Background: an optimization exercise with open tools, aiming at small area, a short achievable clock period and few clock cycles. Do not read the settings as production practice. Only the layout flow was run in this run; the RTL was not checked for function there. Power is estimated from default activity; no workload was simulated.

File: flow/config.mk
export PLATFORM = sky130hd
export DESIGN_NAME = cmdproc
export DESIGN_NICKNAME = cmdproc
export VERILOG_FILES = /design/flow/design.v
export SDC_FILE = /design/flow/constraint.sdc
export NUM_CORES = 4
export LEC_CHECK = 0
export CAP_MARGIN = 20
export CORE_MARGIN = 2
export CORE_UTILIZATION = 40
export SLEW_MARGIN = 20
File: flow/constraint.sdc
create_clock -name core_clock -period 8.0 [get_ports {clk}]
set_input_delay 1.6000 -clock core_clock [delete_from_list [all_inputs] [get_ports {clk}]]
set_output_delay 1.6000 -clock core_clock [all_outputs]
set_load 0.01 [all_outputs]
File: flow/design.v
module cmdproc (
    input  wire        clk,
    input  wire        rst,           
    input  wire        start,
    input  wire [63:0] start_base,
    input  wire [31:0] start_count,
    output wire        idle,
    output wire        done,
    output wire        faulted,
    output reg  [2:0]  f_code,
    output reg         f_hdr_valid,
    output reg  [63:0] f_hdr_addr,
    output reg  [31:0] f_hdr_word,
    output reg         f_call_valid,
    output reg  [13:0] f_method,
    output reg  [2:0]  f_subch,
    output reg  [1:0]  f_argi,
    output reg         f_value_valid,
    output reg  [31:0] f_value,
    output wire        xl_req,
    output wire [63:0] xl_va,
    input  wire        xl_rsp,
    input  wire        xl_err,
    input  wire [63:0] xl_pa,
    output wire        rd_req,
    output wire [63:0] rd_addr,
    input  wire        rd_rsp,
    input  wire        rd_err,
    input  wire [31:0] rd_data,
    output reg         ev_valid,
    output reg  [2:0]  ev_kind,
    output reg  [13:0] ev_method,
    output reg  [2:0]  ev_subch,
    output reg  [31:0] ev_value,
    output reg  [1:0]  ev_rem,
    output reg  [1:0]  ev_len,
    output reg  [31:0] ev_code0,
    output reg  [31:0] ev_code1,
    output reg  [31:0] ev_code2
);
    localparam [31:0] CLASS_MAXWELL_3D      = 32'h7;
    localparam [31:0] CLASS_FERMI_TWOD      = 32'h20;
    localparam [31:0] CLASS_MAXWELL_COMPUTE = 32'h30;
    localparam [2:0] EV_W2D    = 3'd1;
    localparam [2:0] EV_W3D    = 3'd2;
    localparam [2:0] EV_WCOMP  = 3'd3;
    localparam [2:0] EV_SUBMIT = 3'd4;
    localparam [2:0] EV_DIAG   = 3'd5;
    localparam [2:0] F_UNKNOWN_MODE       = 3'd1;
    localparam [2:0] F_INCREASE_ONCE_ZERO = 3'd2;
    localparam [2:0] F_BIND_CONFLICT      = 3'd3;
    localparam [2:0] F_UNBOUND_SUBCHANNEL = 3'd4;
    localparam [2:0] F_UNKNOWN_ENGINE     = 3'd5;
    localparam [2:0] F_MACRO_NO_ENTRY     = 3'd6;
    localparam [2:0] F_PORT               = 3'd7;
    localparam [3:0] S_IDLE   = 4'd0;
    localparam [3:0] S_XLAT   = 4'd1;   
    localparam [3:0] S_HDR    = 4'd2;   
    localparam [3:0] S_HWAIT  = 4'd3;   
    localparam [3:0] S_DECODE = 4'd4;   
    localparam [3:0] S_ARG    = 4'd5;   
    localparam [3:0] S_AWAIT  = 4'd6;   
    localparam [3:0] S_DISP   = 4'd7;   
    localparam [3:0] S_FAULT  = 4'd8;   
    reg  [3:0]  state;
    reg  [7:0]  bind_v;
    reg  [31:0] bind_c [0:7];
    reg         mac_act;
    reg  [31:0] mac_entry;
    reg  [1:0]  mac_len;
    reg  [31:0] mac_code [0:2];
    reg  [64:0] cur;
    reg  [64:0] endp;
    reg  [31:0] count;
    reg  [31:0] hdr;
    reg  [63:0] hdr_addr;
    reg  [1:0]  argi;
    reg  [31:0] argval;
    wire [12:0] h_method = hdr[12:0];
    wire [2:0]  h_subch  = hdr[15:13];
    wire [1:0]  h_argc   = hdr[17:16];
    wire [10:0] h_inline = hdr[28:18];
    wire [2:0]  h_mode   = hdr[31:29];
    wire        h_inl    = (h_mode == 3'd5);
    wire        rd_ovf = cur[64] | (&cur[63:2] & |cur[1:0]);
    reg  [13:0] call_method;
    always @(*) begin
        case (h_mode)
            3'd0, 3'd1: call_method = {1'b0, h_method} + {12'd0, argi};
            3'd4:       call_method = {1'b0, h_method} + {13'd0, (argi != 2'd0)};
            default:    call_method = {1'b0, h_method};
        endcase
    end
    wire [1:0]  call_rem  = h_inl ? 2'd0 : (h_argc - argi - 2'd1);
    wire        call_last = (call_rem == 2'd0);
    wire [31:0] slot_c = bind_c[h_subch];
    reg         d_fault;
    reg  [2:0]  d_fcode;
    reg         d_ev;
    reg  [2:0]  d_kind;
    always @(*) begin
        d_fault = 1'b0;
        d_fcode = 3'd0;
        d_ev    = 1'b0;
        d_kind  = 3'd0;
        if (call_method == 14'h47) begin
        end else if (call_method == 14'h46) begin
            if (!mac_act) begin
                d_fault = 1'b1;
                d_fcode = F_MACRO_NO_ENTRY;
            end else if (call_last) begin
                d_ev   = 1'b1;
                d_kind = EV_SUBMIT;
            end
        end else if (call_method == 14'h00) begin
            if (bind_v[h_subch]) begin
                d_fault = 1'b1;
                d_fcode = F_BIND_CONFLICT;
            end
        end else if (call_method < 14'h100) begin
            d_ev   = 1'b1;
            d_kind = EV_DIAG;
        end else if (!bind_v[h_subch]) begin
            d_fault = 1'b1;
            d_fcode = F_UNBOUND_SUBCHANNEL;
        end else if (slot_c == CLASS_MAXWELL_3D) begin
            d_ev   = 1'b1;
            d_kind = EV_W3D;
        end else if (slot_c == CLASS_FERMI_TWOD) begin
            d_ev   = 1'b1;
            d_kind = EV_W2D;
        end else if (slot_c == CLASS_MAXWELL_COMPUTE) begin
            d_ev   = 1'b1;
            d_kind = EV_WCOMP;
        end else begin
            d_fault = 1'b1;
            d_fcode = F_UNKNOWN_ENGINE;
        end
    end
    always @(*) begin
        ev_valid  = (state == S_DISP) && d_ev;
        ev_kind   = d_kind;
        ev_method = call_method;
        ev_subch  = h_subch;
        ev_value  = (d_kind == EV_SUBMIT) ? mac_entry : argval;
        ev_rem    = call_rem;
        ev_len    = mac_len + 2'd1;
        ev_code0  = (mac_len == 2'd0) ? argval : mac_code[0];
        ev_code1  = (mac_len == 2'd1) ? argval : mac_code[1];
        ev_code2  = (mac_len == 2'd2) ? argval : mac_code[2];
    end
    assign idle    = (state == S_IDLE);
    assign faulted = (state == S_FAULT);
    assign done    = (state == S_HDR) && !(cur < endp);
    assign xl_req  = (state == S_IDLE) && start;
    assign xl_va   = start_base;
    assign rd_req  = ((state == S_HDR) && (cur < endp) && !rd_ovf) ||
                     ((state == S_ARG) && !rd_ovf);
    assign rd_addr = cur[63:0];
    always @(posedge clk) begin
        if (rst) begin
            state   <= S_IDLE;
            bind_v  <= 8'd0;
            mac_act <= 1'b0;
            mac_len <= 2'd0;
        end else begin
            case (state)
                S_IDLE: begin
                    if (start) begin
                        count <= start_count;
                        state <= S_XLAT;
                    end
                end
                S_XLAT: begin
                    if (xl_rsp) begin
                        if (xl_err) begin
                            f_code        <= F_PORT;
                            f_hdr_valid   <= 1'b0;
                            f_call_valid  <= 1'b0;
                            f_value_valid <= 1'b0;
                            state         <= S_FAULT;
                        end else begin
                            cur   <= {1'b0, xl_pa};
                            endp  <= {1'b0, xl_pa} + {31'd0, count, 2'b00};
                            state <= S_HDR;
                        end
                    end
                end
                S_HDR: begin
                    if (!(cur < endp)) begin
                        state <= S_IDLE;
                    end else if (rd_ovf) begin
                        f_code        <= F_PORT;
                        f_hdr_valid   <= 1'b0;
                        f_call_valid  <= 1'b0;
                        f_value_valid <= 1'b0;
                        state         <= S_FAULT;
                    end else begin
                        hdr_addr <= cur[63:0];
                        state    <= S_HWAIT;
                    end
                end
                S_HWAIT: begin
                    if (rd_rsp) begin
                        if (rd_err) begin
                            f_code        <= F_PORT;
                            f_hdr_valid   <= 1'b0;
                            f_call_valid  <= 1'b0;
                            f_value_valid <= 1'b0;
                            state         <= S_FAULT;
                        end else begin
                            hdr   <= rd_data;
                            cur   <= cur + 65'd4;
                            state <= S_DECODE;
                        end
                    end
                end
                S_DECODE: begin
                    argi <= 2'd0;
                    if (h_mode == 3'd6 || h_mode == 3'd7) begin
                        f_code        <= F_UNKNOWN_MODE;
                        f_hdr_valid   <= 1'b1;
                        f_hdr_addr    <= hdr_addr;
                        f_hdr_word    <= hdr;
                        f_call_valid  <= 1'b0;
                        f_value_valid <= 1'b0;
                        state         <= S_FAULT;
                    end else if (h_inl) begin
                        argval <= {21'd0, h_inline};
                        state  <= S_DISP;
                    end else if (h_argc == 2'd0) begin
                        if (h_mode == 3'd4) begin
                            f_code        <= F_INCREASE_ONCE_ZERO;
                            f_hdr_valid   <= 1'b1;
                            f_hdr_addr    <= hdr_addr;
                            f_hdr_word    <= hdr;
                            f_call_valid  <= 1'b0;
                            f_value_valid <= 1'b0;
                            state         <= S_FAULT;
                        end else begin
                            state <= S_HDR;
                        end
                    end else begin
                        state <= S_ARG;
                    end
                end
                S_ARG: begin
                    if (rd_ovf) begin
                        f_code        <= F_PORT;
                        f_hdr_valid   <= 1'b1;
                        f_hdr_addr    <= hdr_addr;
                        f_hdr_word    <= hdr;
                        f_call_valid  <= 1'b1;
                        f_method      <= call_method;
                        f_subch       <= h_subch;
                        f_argi        <= argi;
                        f_value_valid <= 1'b0;
                        state         <= S_FAULT;
                    end else begin
                        state <= S_AWAIT;
                    end
                end
                S_AWAIT: begin
                    if (rd_rsp) begin
                        if (rd_err) begin
                            f_code        <= F_PORT;
                            f_hdr_valid   <= 1'b1;
                            f_hdr_addr    <= hdr_addr;
                            f_hdr_word    <= hdr;
                            f_call_valid  <= 1'b1;
                            f_method      <= call_method;
                            f_subch       <= h_subch;
                            f_argi        <= argi;
                            f_value_valid <= 1'b0;
                            state         <= S_FAULT;
                        end else begin
                            argval <= rd_data;
                            cur    <= cur + 65'd4;
                            state  <= S_DISP;
                        end
                    end
                end
                S_DISP: begin
                    if (d_fault) begin
                        f_code        <= d_fcode;
                        f_hdr_valid   <= 1'b1;
                        f_hdr_addr    <= hdr_addr;
                        f_hdr_word    <= hdr;
                        f_call_valid  <= 1'b1;
                        f_method      <= call_method;
                        f_subch       <= h_subch;
                        f_argi        <= argi;
                        f_value_valid <= 1'b1;
                        f_value       <= argval;
                        state         <= S_FAULT;
                    end else begin
                        if (call_method == 14'h47) begin
                            mac_act   <= 1'b1;
                            mac_entry <= argval;
                            mac_len   <= 2'd0;
                        end else if (call_method == 14'h46) begin
                            if (call_last) begin
                                mac_act <= 1'b0;
                                mac_len <= 2'd0;
                            end else begin
                                mac_code[mac_len] <= argval;
                                mac_len           <= mac_len + 2'd1;
                            end
                        end else if (call_method == 14'h00) begin
                            bind_v[h_subch] <= 1'b1;
                            bind_c[h_subch] <= argval;
                        end
                        argi  <= argi + 2'd1;
                        state <= call_last ? S_HDR : S_ARG;
                    end
                end
                S_FAULT: begin
                end
                default: state <= S_IDLE;
            endcase
        end
    end
endmodule
File: flow/run.sh
#!/bin/bash
# synth_recipe.tcl (not shown) runs the flow's synth.tcl, then flattens the netlist and writes it again
# the make line also repeats each setting of config.mk as NAME=value (left out here)
make -C /OpenROAD-flow-scripts/flow DESIGN_CONFIG=/design/flow/config.mk WORK_HOME=/design/flow/orfs CLKGATE_MAP_FILE= SYNTH_SCRIPT=/design/flow/synth_recipe.tcl finish
==> impl_metrics.ini <==
[status]
status = complete, no violations

[synth]
yosys_register_bits = 847
synth_nets = 2752
synth_ff_type = edfxtp_1
ys_seq_area_share_pct = 69.3
synth_edf_count = 829
synth_area_um2 = 36400
synth.distinct_cells = 85
syn_avg_cell_area_um2 = 14.9
async_reset_ff_share_pct = 0
netlist_instances = 2444
synthTopCellsByArea = edfxtp_1, mux2_2, ha_1
synth_warnings = 1
synth_top_area_cell = edfxtp_1
yosysTopAreaCellShare_pct = 68.3

[die]
io_pins = 638
rows = 110
die_x_um = 306
initial_core_util_pct = 40.4
die_height_um = 306
die_area_um2 = 93500
core-area_um2 = 90100

[setup_path]
crit_fanout = 22
crit_type = reg -> out
critPathBufInv = 2
endpoint_kind = primary output
worst_path_most_repeated_cell = nand2_1
path_cells = or3b_2, nand2_1, o21ai_0, ha_1, fa_1, nand2_1, nor2_1, nand3_1, mux2i_1, and4b_1, nand2_1, nor3_4, buf_12, mux2_2, clkdlybuf4s50_1
critPathRequiredTime_ps = 6400
critPathMaxStageDelay_ps = 650
cp_top_family = simple AND/OR/NAND/NOR gates
slowest_stage = nor3_4
cp.arrival_ps = 5480
startpoint_type = flop

[global_route]
grt_max_degree = 70
grt_pass1_wl_um = 149000
grt_pass1_vias = 22400
grt_usage_pct = 21.5
overflow = 0
antenna_found_initial = 26

[power_and_ir_drop]
p_seq_share_pct = 50.6
power_frac_comb_pct = 9.0
p_switching_w = 0.00241
peakVddDrop_uv = 175
sw_frac_of_total_pct = 23.7
p_leak_nw = 15.5
intPower_w = 0.00776
clock_power_share_pct = 40.5
powerDensity_nw_per_um2 = 225

[cts]
ctsHoldBuffers = 0
cts_num_sinks = 847
clockRootBuffer = clkbuf_16
clk_latency_ps = 660
clockBufferDepth = 3
ctsResizeCount = 0
clkTransAtPathRegs_ps = 60
cts_tree = done
cts_setup_buffers = 0
numCtsBuffers = 91
h-tree-depth = 3

[layout]
final_nets = 3209
fill_cells = 7612
layout-drive-gt1-share_pct = 12.5
stdcell_count = 4156
area_growth_pct = 23.9
most-common-layout-cells = edfxtp_1, clkdlybuf4s50_1, nand2_1
final_common_cell = edfxtp_1

[sta]
tightest_slew_ps = 1060
holdWs_ps = 415
fin_crit_sh_pct = 88.5
setup_tns_ps = 0
rsz0062_at_grt = no
fmax_ghz = 0.141
period_needed_ps = 7080
slew_headroom_pct = 29.5
final_max_slew_viol_count = 0
worst_clock_skew_ps = 29.9
final_hold_viol_count = 0
finalSetupViolations = 0

[routing]
postRouteAntennaNets = 0
vias_per_cell = 5.39
top_layer = met5
dr.pass1.iters = 5
vias = 22400
wl_met1_um = 42900
wl_um = 103000
wl_met2_um = 48600
drt_iter0_markers = 1972
drc = 0
wl_per_cell_um = 24.7
wl_met3_um = 8520

[place]
dp.final_hpwl_um = 71700
gp_congestion = 0.877
dp_cells = 3984
port-buffer-count = 509

[run]
drv_cap = 0

[hold_path]
worstHoldPathType = reg -> reg
sequential cells by signal (all words and copies together), names as in the netlist, 2 cells and up, named ones only:
signal      count
endp           65
mac_len         2
f_value        32
hdr_addr       64
bind_c        256
cur            65
state           4
hdr            32
bind_v          8
mac_entry      32
mac_code       96
f_argi          2
argi            2
f_hdr_addr     64
argval         32
f_hdr_word     32
f_method       14
f_code          3
count          32
f_subch         3
Yosys cell counts (18+ instances only):
master / number
nor4_1: 52
nand3_1: 53
and2_1: 39
and3_1: 43
inv_1: 99
clkbuf_1: 48
xor2_1: 61
buf_4: 131
nor2_1: 94
nor3_1: 29
dfxtp_1: 18
nand2_1: 172
mux2_2: 141
edfxtp_1: 829
xnor2_1: 77
ha_1: 107
a21o_1: 28
a21oi_1: 81
nand4_1: 37
o21ai_0: 96
layer usage:
metal | GRT usage [%] | vias up
met4 | 6.80 | 28
met3 | 5.60 | 157
met5 | 0 | -
met1 | 28.2 | 11200
met2 | 34.8 | 969
li1 | - | 10000
kinds of logic (layout without fill, tap and decap cells):
group	count (synthesis)	after routing	synth area share, %
other	0	5	0
buffers and inverters	290	821	4.44
adder cells (fa/ha/maj)	109	109	3.79
AND/OR/NAND/NOR	604	604	8.62
multiplexers	167	167	5.56
flip-flops	847	847	69.3
AO/OA/AOI/OAI	289	289	4.94
XOR/XNOR	138	138	3.32
cell type report:
type	instances	area [um2]	share of cell area (%)
Tap cell	1176	1470	3.26
Clock inverter	57	577	1.28
Clock buffer	110	2350	5.21
Timing Repair Buffer	554	5450	12.1
Sequential cell	847	25300	56.0
Inverter	100	375	0.832
Multi-Input combinational cell	1307	9630	21.3
Antenna cell	5	12.5	0.0277
worst reg2reg max path, cell delays in order (launching register included):
cell	delay, ps
edfxtp_1	530
ha_1	260
nand3_1	240
nor3_2	610
nand4_1	320
or4_1	700
nor2_2	250
a21oi_2	150
a2111oi_0	610
and3_4	290
buf_4	620
path summary, 6_finish.rpt:
check	depth (start not counted)	from	slack (ps)	end
hold reg to reg	0	hdr_addr[54]	420	f_hdr_addr[54]
setup reg to reg	10	cur[3]	2980	f_hdr_addr[49]
setup / recovery	15	hdr[30]	920	ev_value[26]
hold / removal	0	hdr_addr[54]	420	f_hdr_addr[54]
per-stage QoR:
step | worst slack [ps] | total power [W] | util, % | cell area, um2
after floorplan | 1050 | 0.00575 | - | 36400
after global placement | 1640 | 0.00612 | 46.8 | 42200
after detailed placement | 1580 | 0.00614 | 46.8 | 42200
after CTS | 875 | 0.0103 | 50.0 | 45100
after global routing | 606 | 0.0105 | 50.0 | 45100
final | 918 | 0.0102 | 50.0 | 45100
power groups by stage:
stage               sequential (W)  clock, W  combinational, W
finish                     0.00514   0.00411          0.000911
global route               0.00515   0.00439          0.000990
CTS                        0.00514   0.00421          0.000911
detailed placement         0.00523         0          0.000905
global placement           0.00523         0          0.000889
floorplan                  0.00519         0          0.000562

separate check: timing with driven ports:
In the flow no input, the clock included, has a driving cell. The finished layout below was timed again as built, in two steps.
Step 1: set_driving_cell puts a clkbuf_16 on clk and a buf_2 on each other input, an assumption about the parent block.
Step 2 adds t to the input delays and takes it off the output delays; t is the mean of the earliest and latest rising clock arrival at the registers after step 1. Input paths then give back, and output paths get back, about the clock's delay inside the block.
Three values: ideal ports, drivers, drivers and shift; two values: the first two.
t, ns: 0.702
setup WS [ns]: 0.918 / 0.857 / 1.559
worst hold slack (ns): 0.415 / 0.415 / 0.415
worst setup path at the end: register to output
latest minus earliest clock arrival (ns): 0.030 / 0.030
After both steps this run still meets setup and hold. The setup slack of this run moves by -0.061 ns with the drivers and by +0.641 ns with both steps.
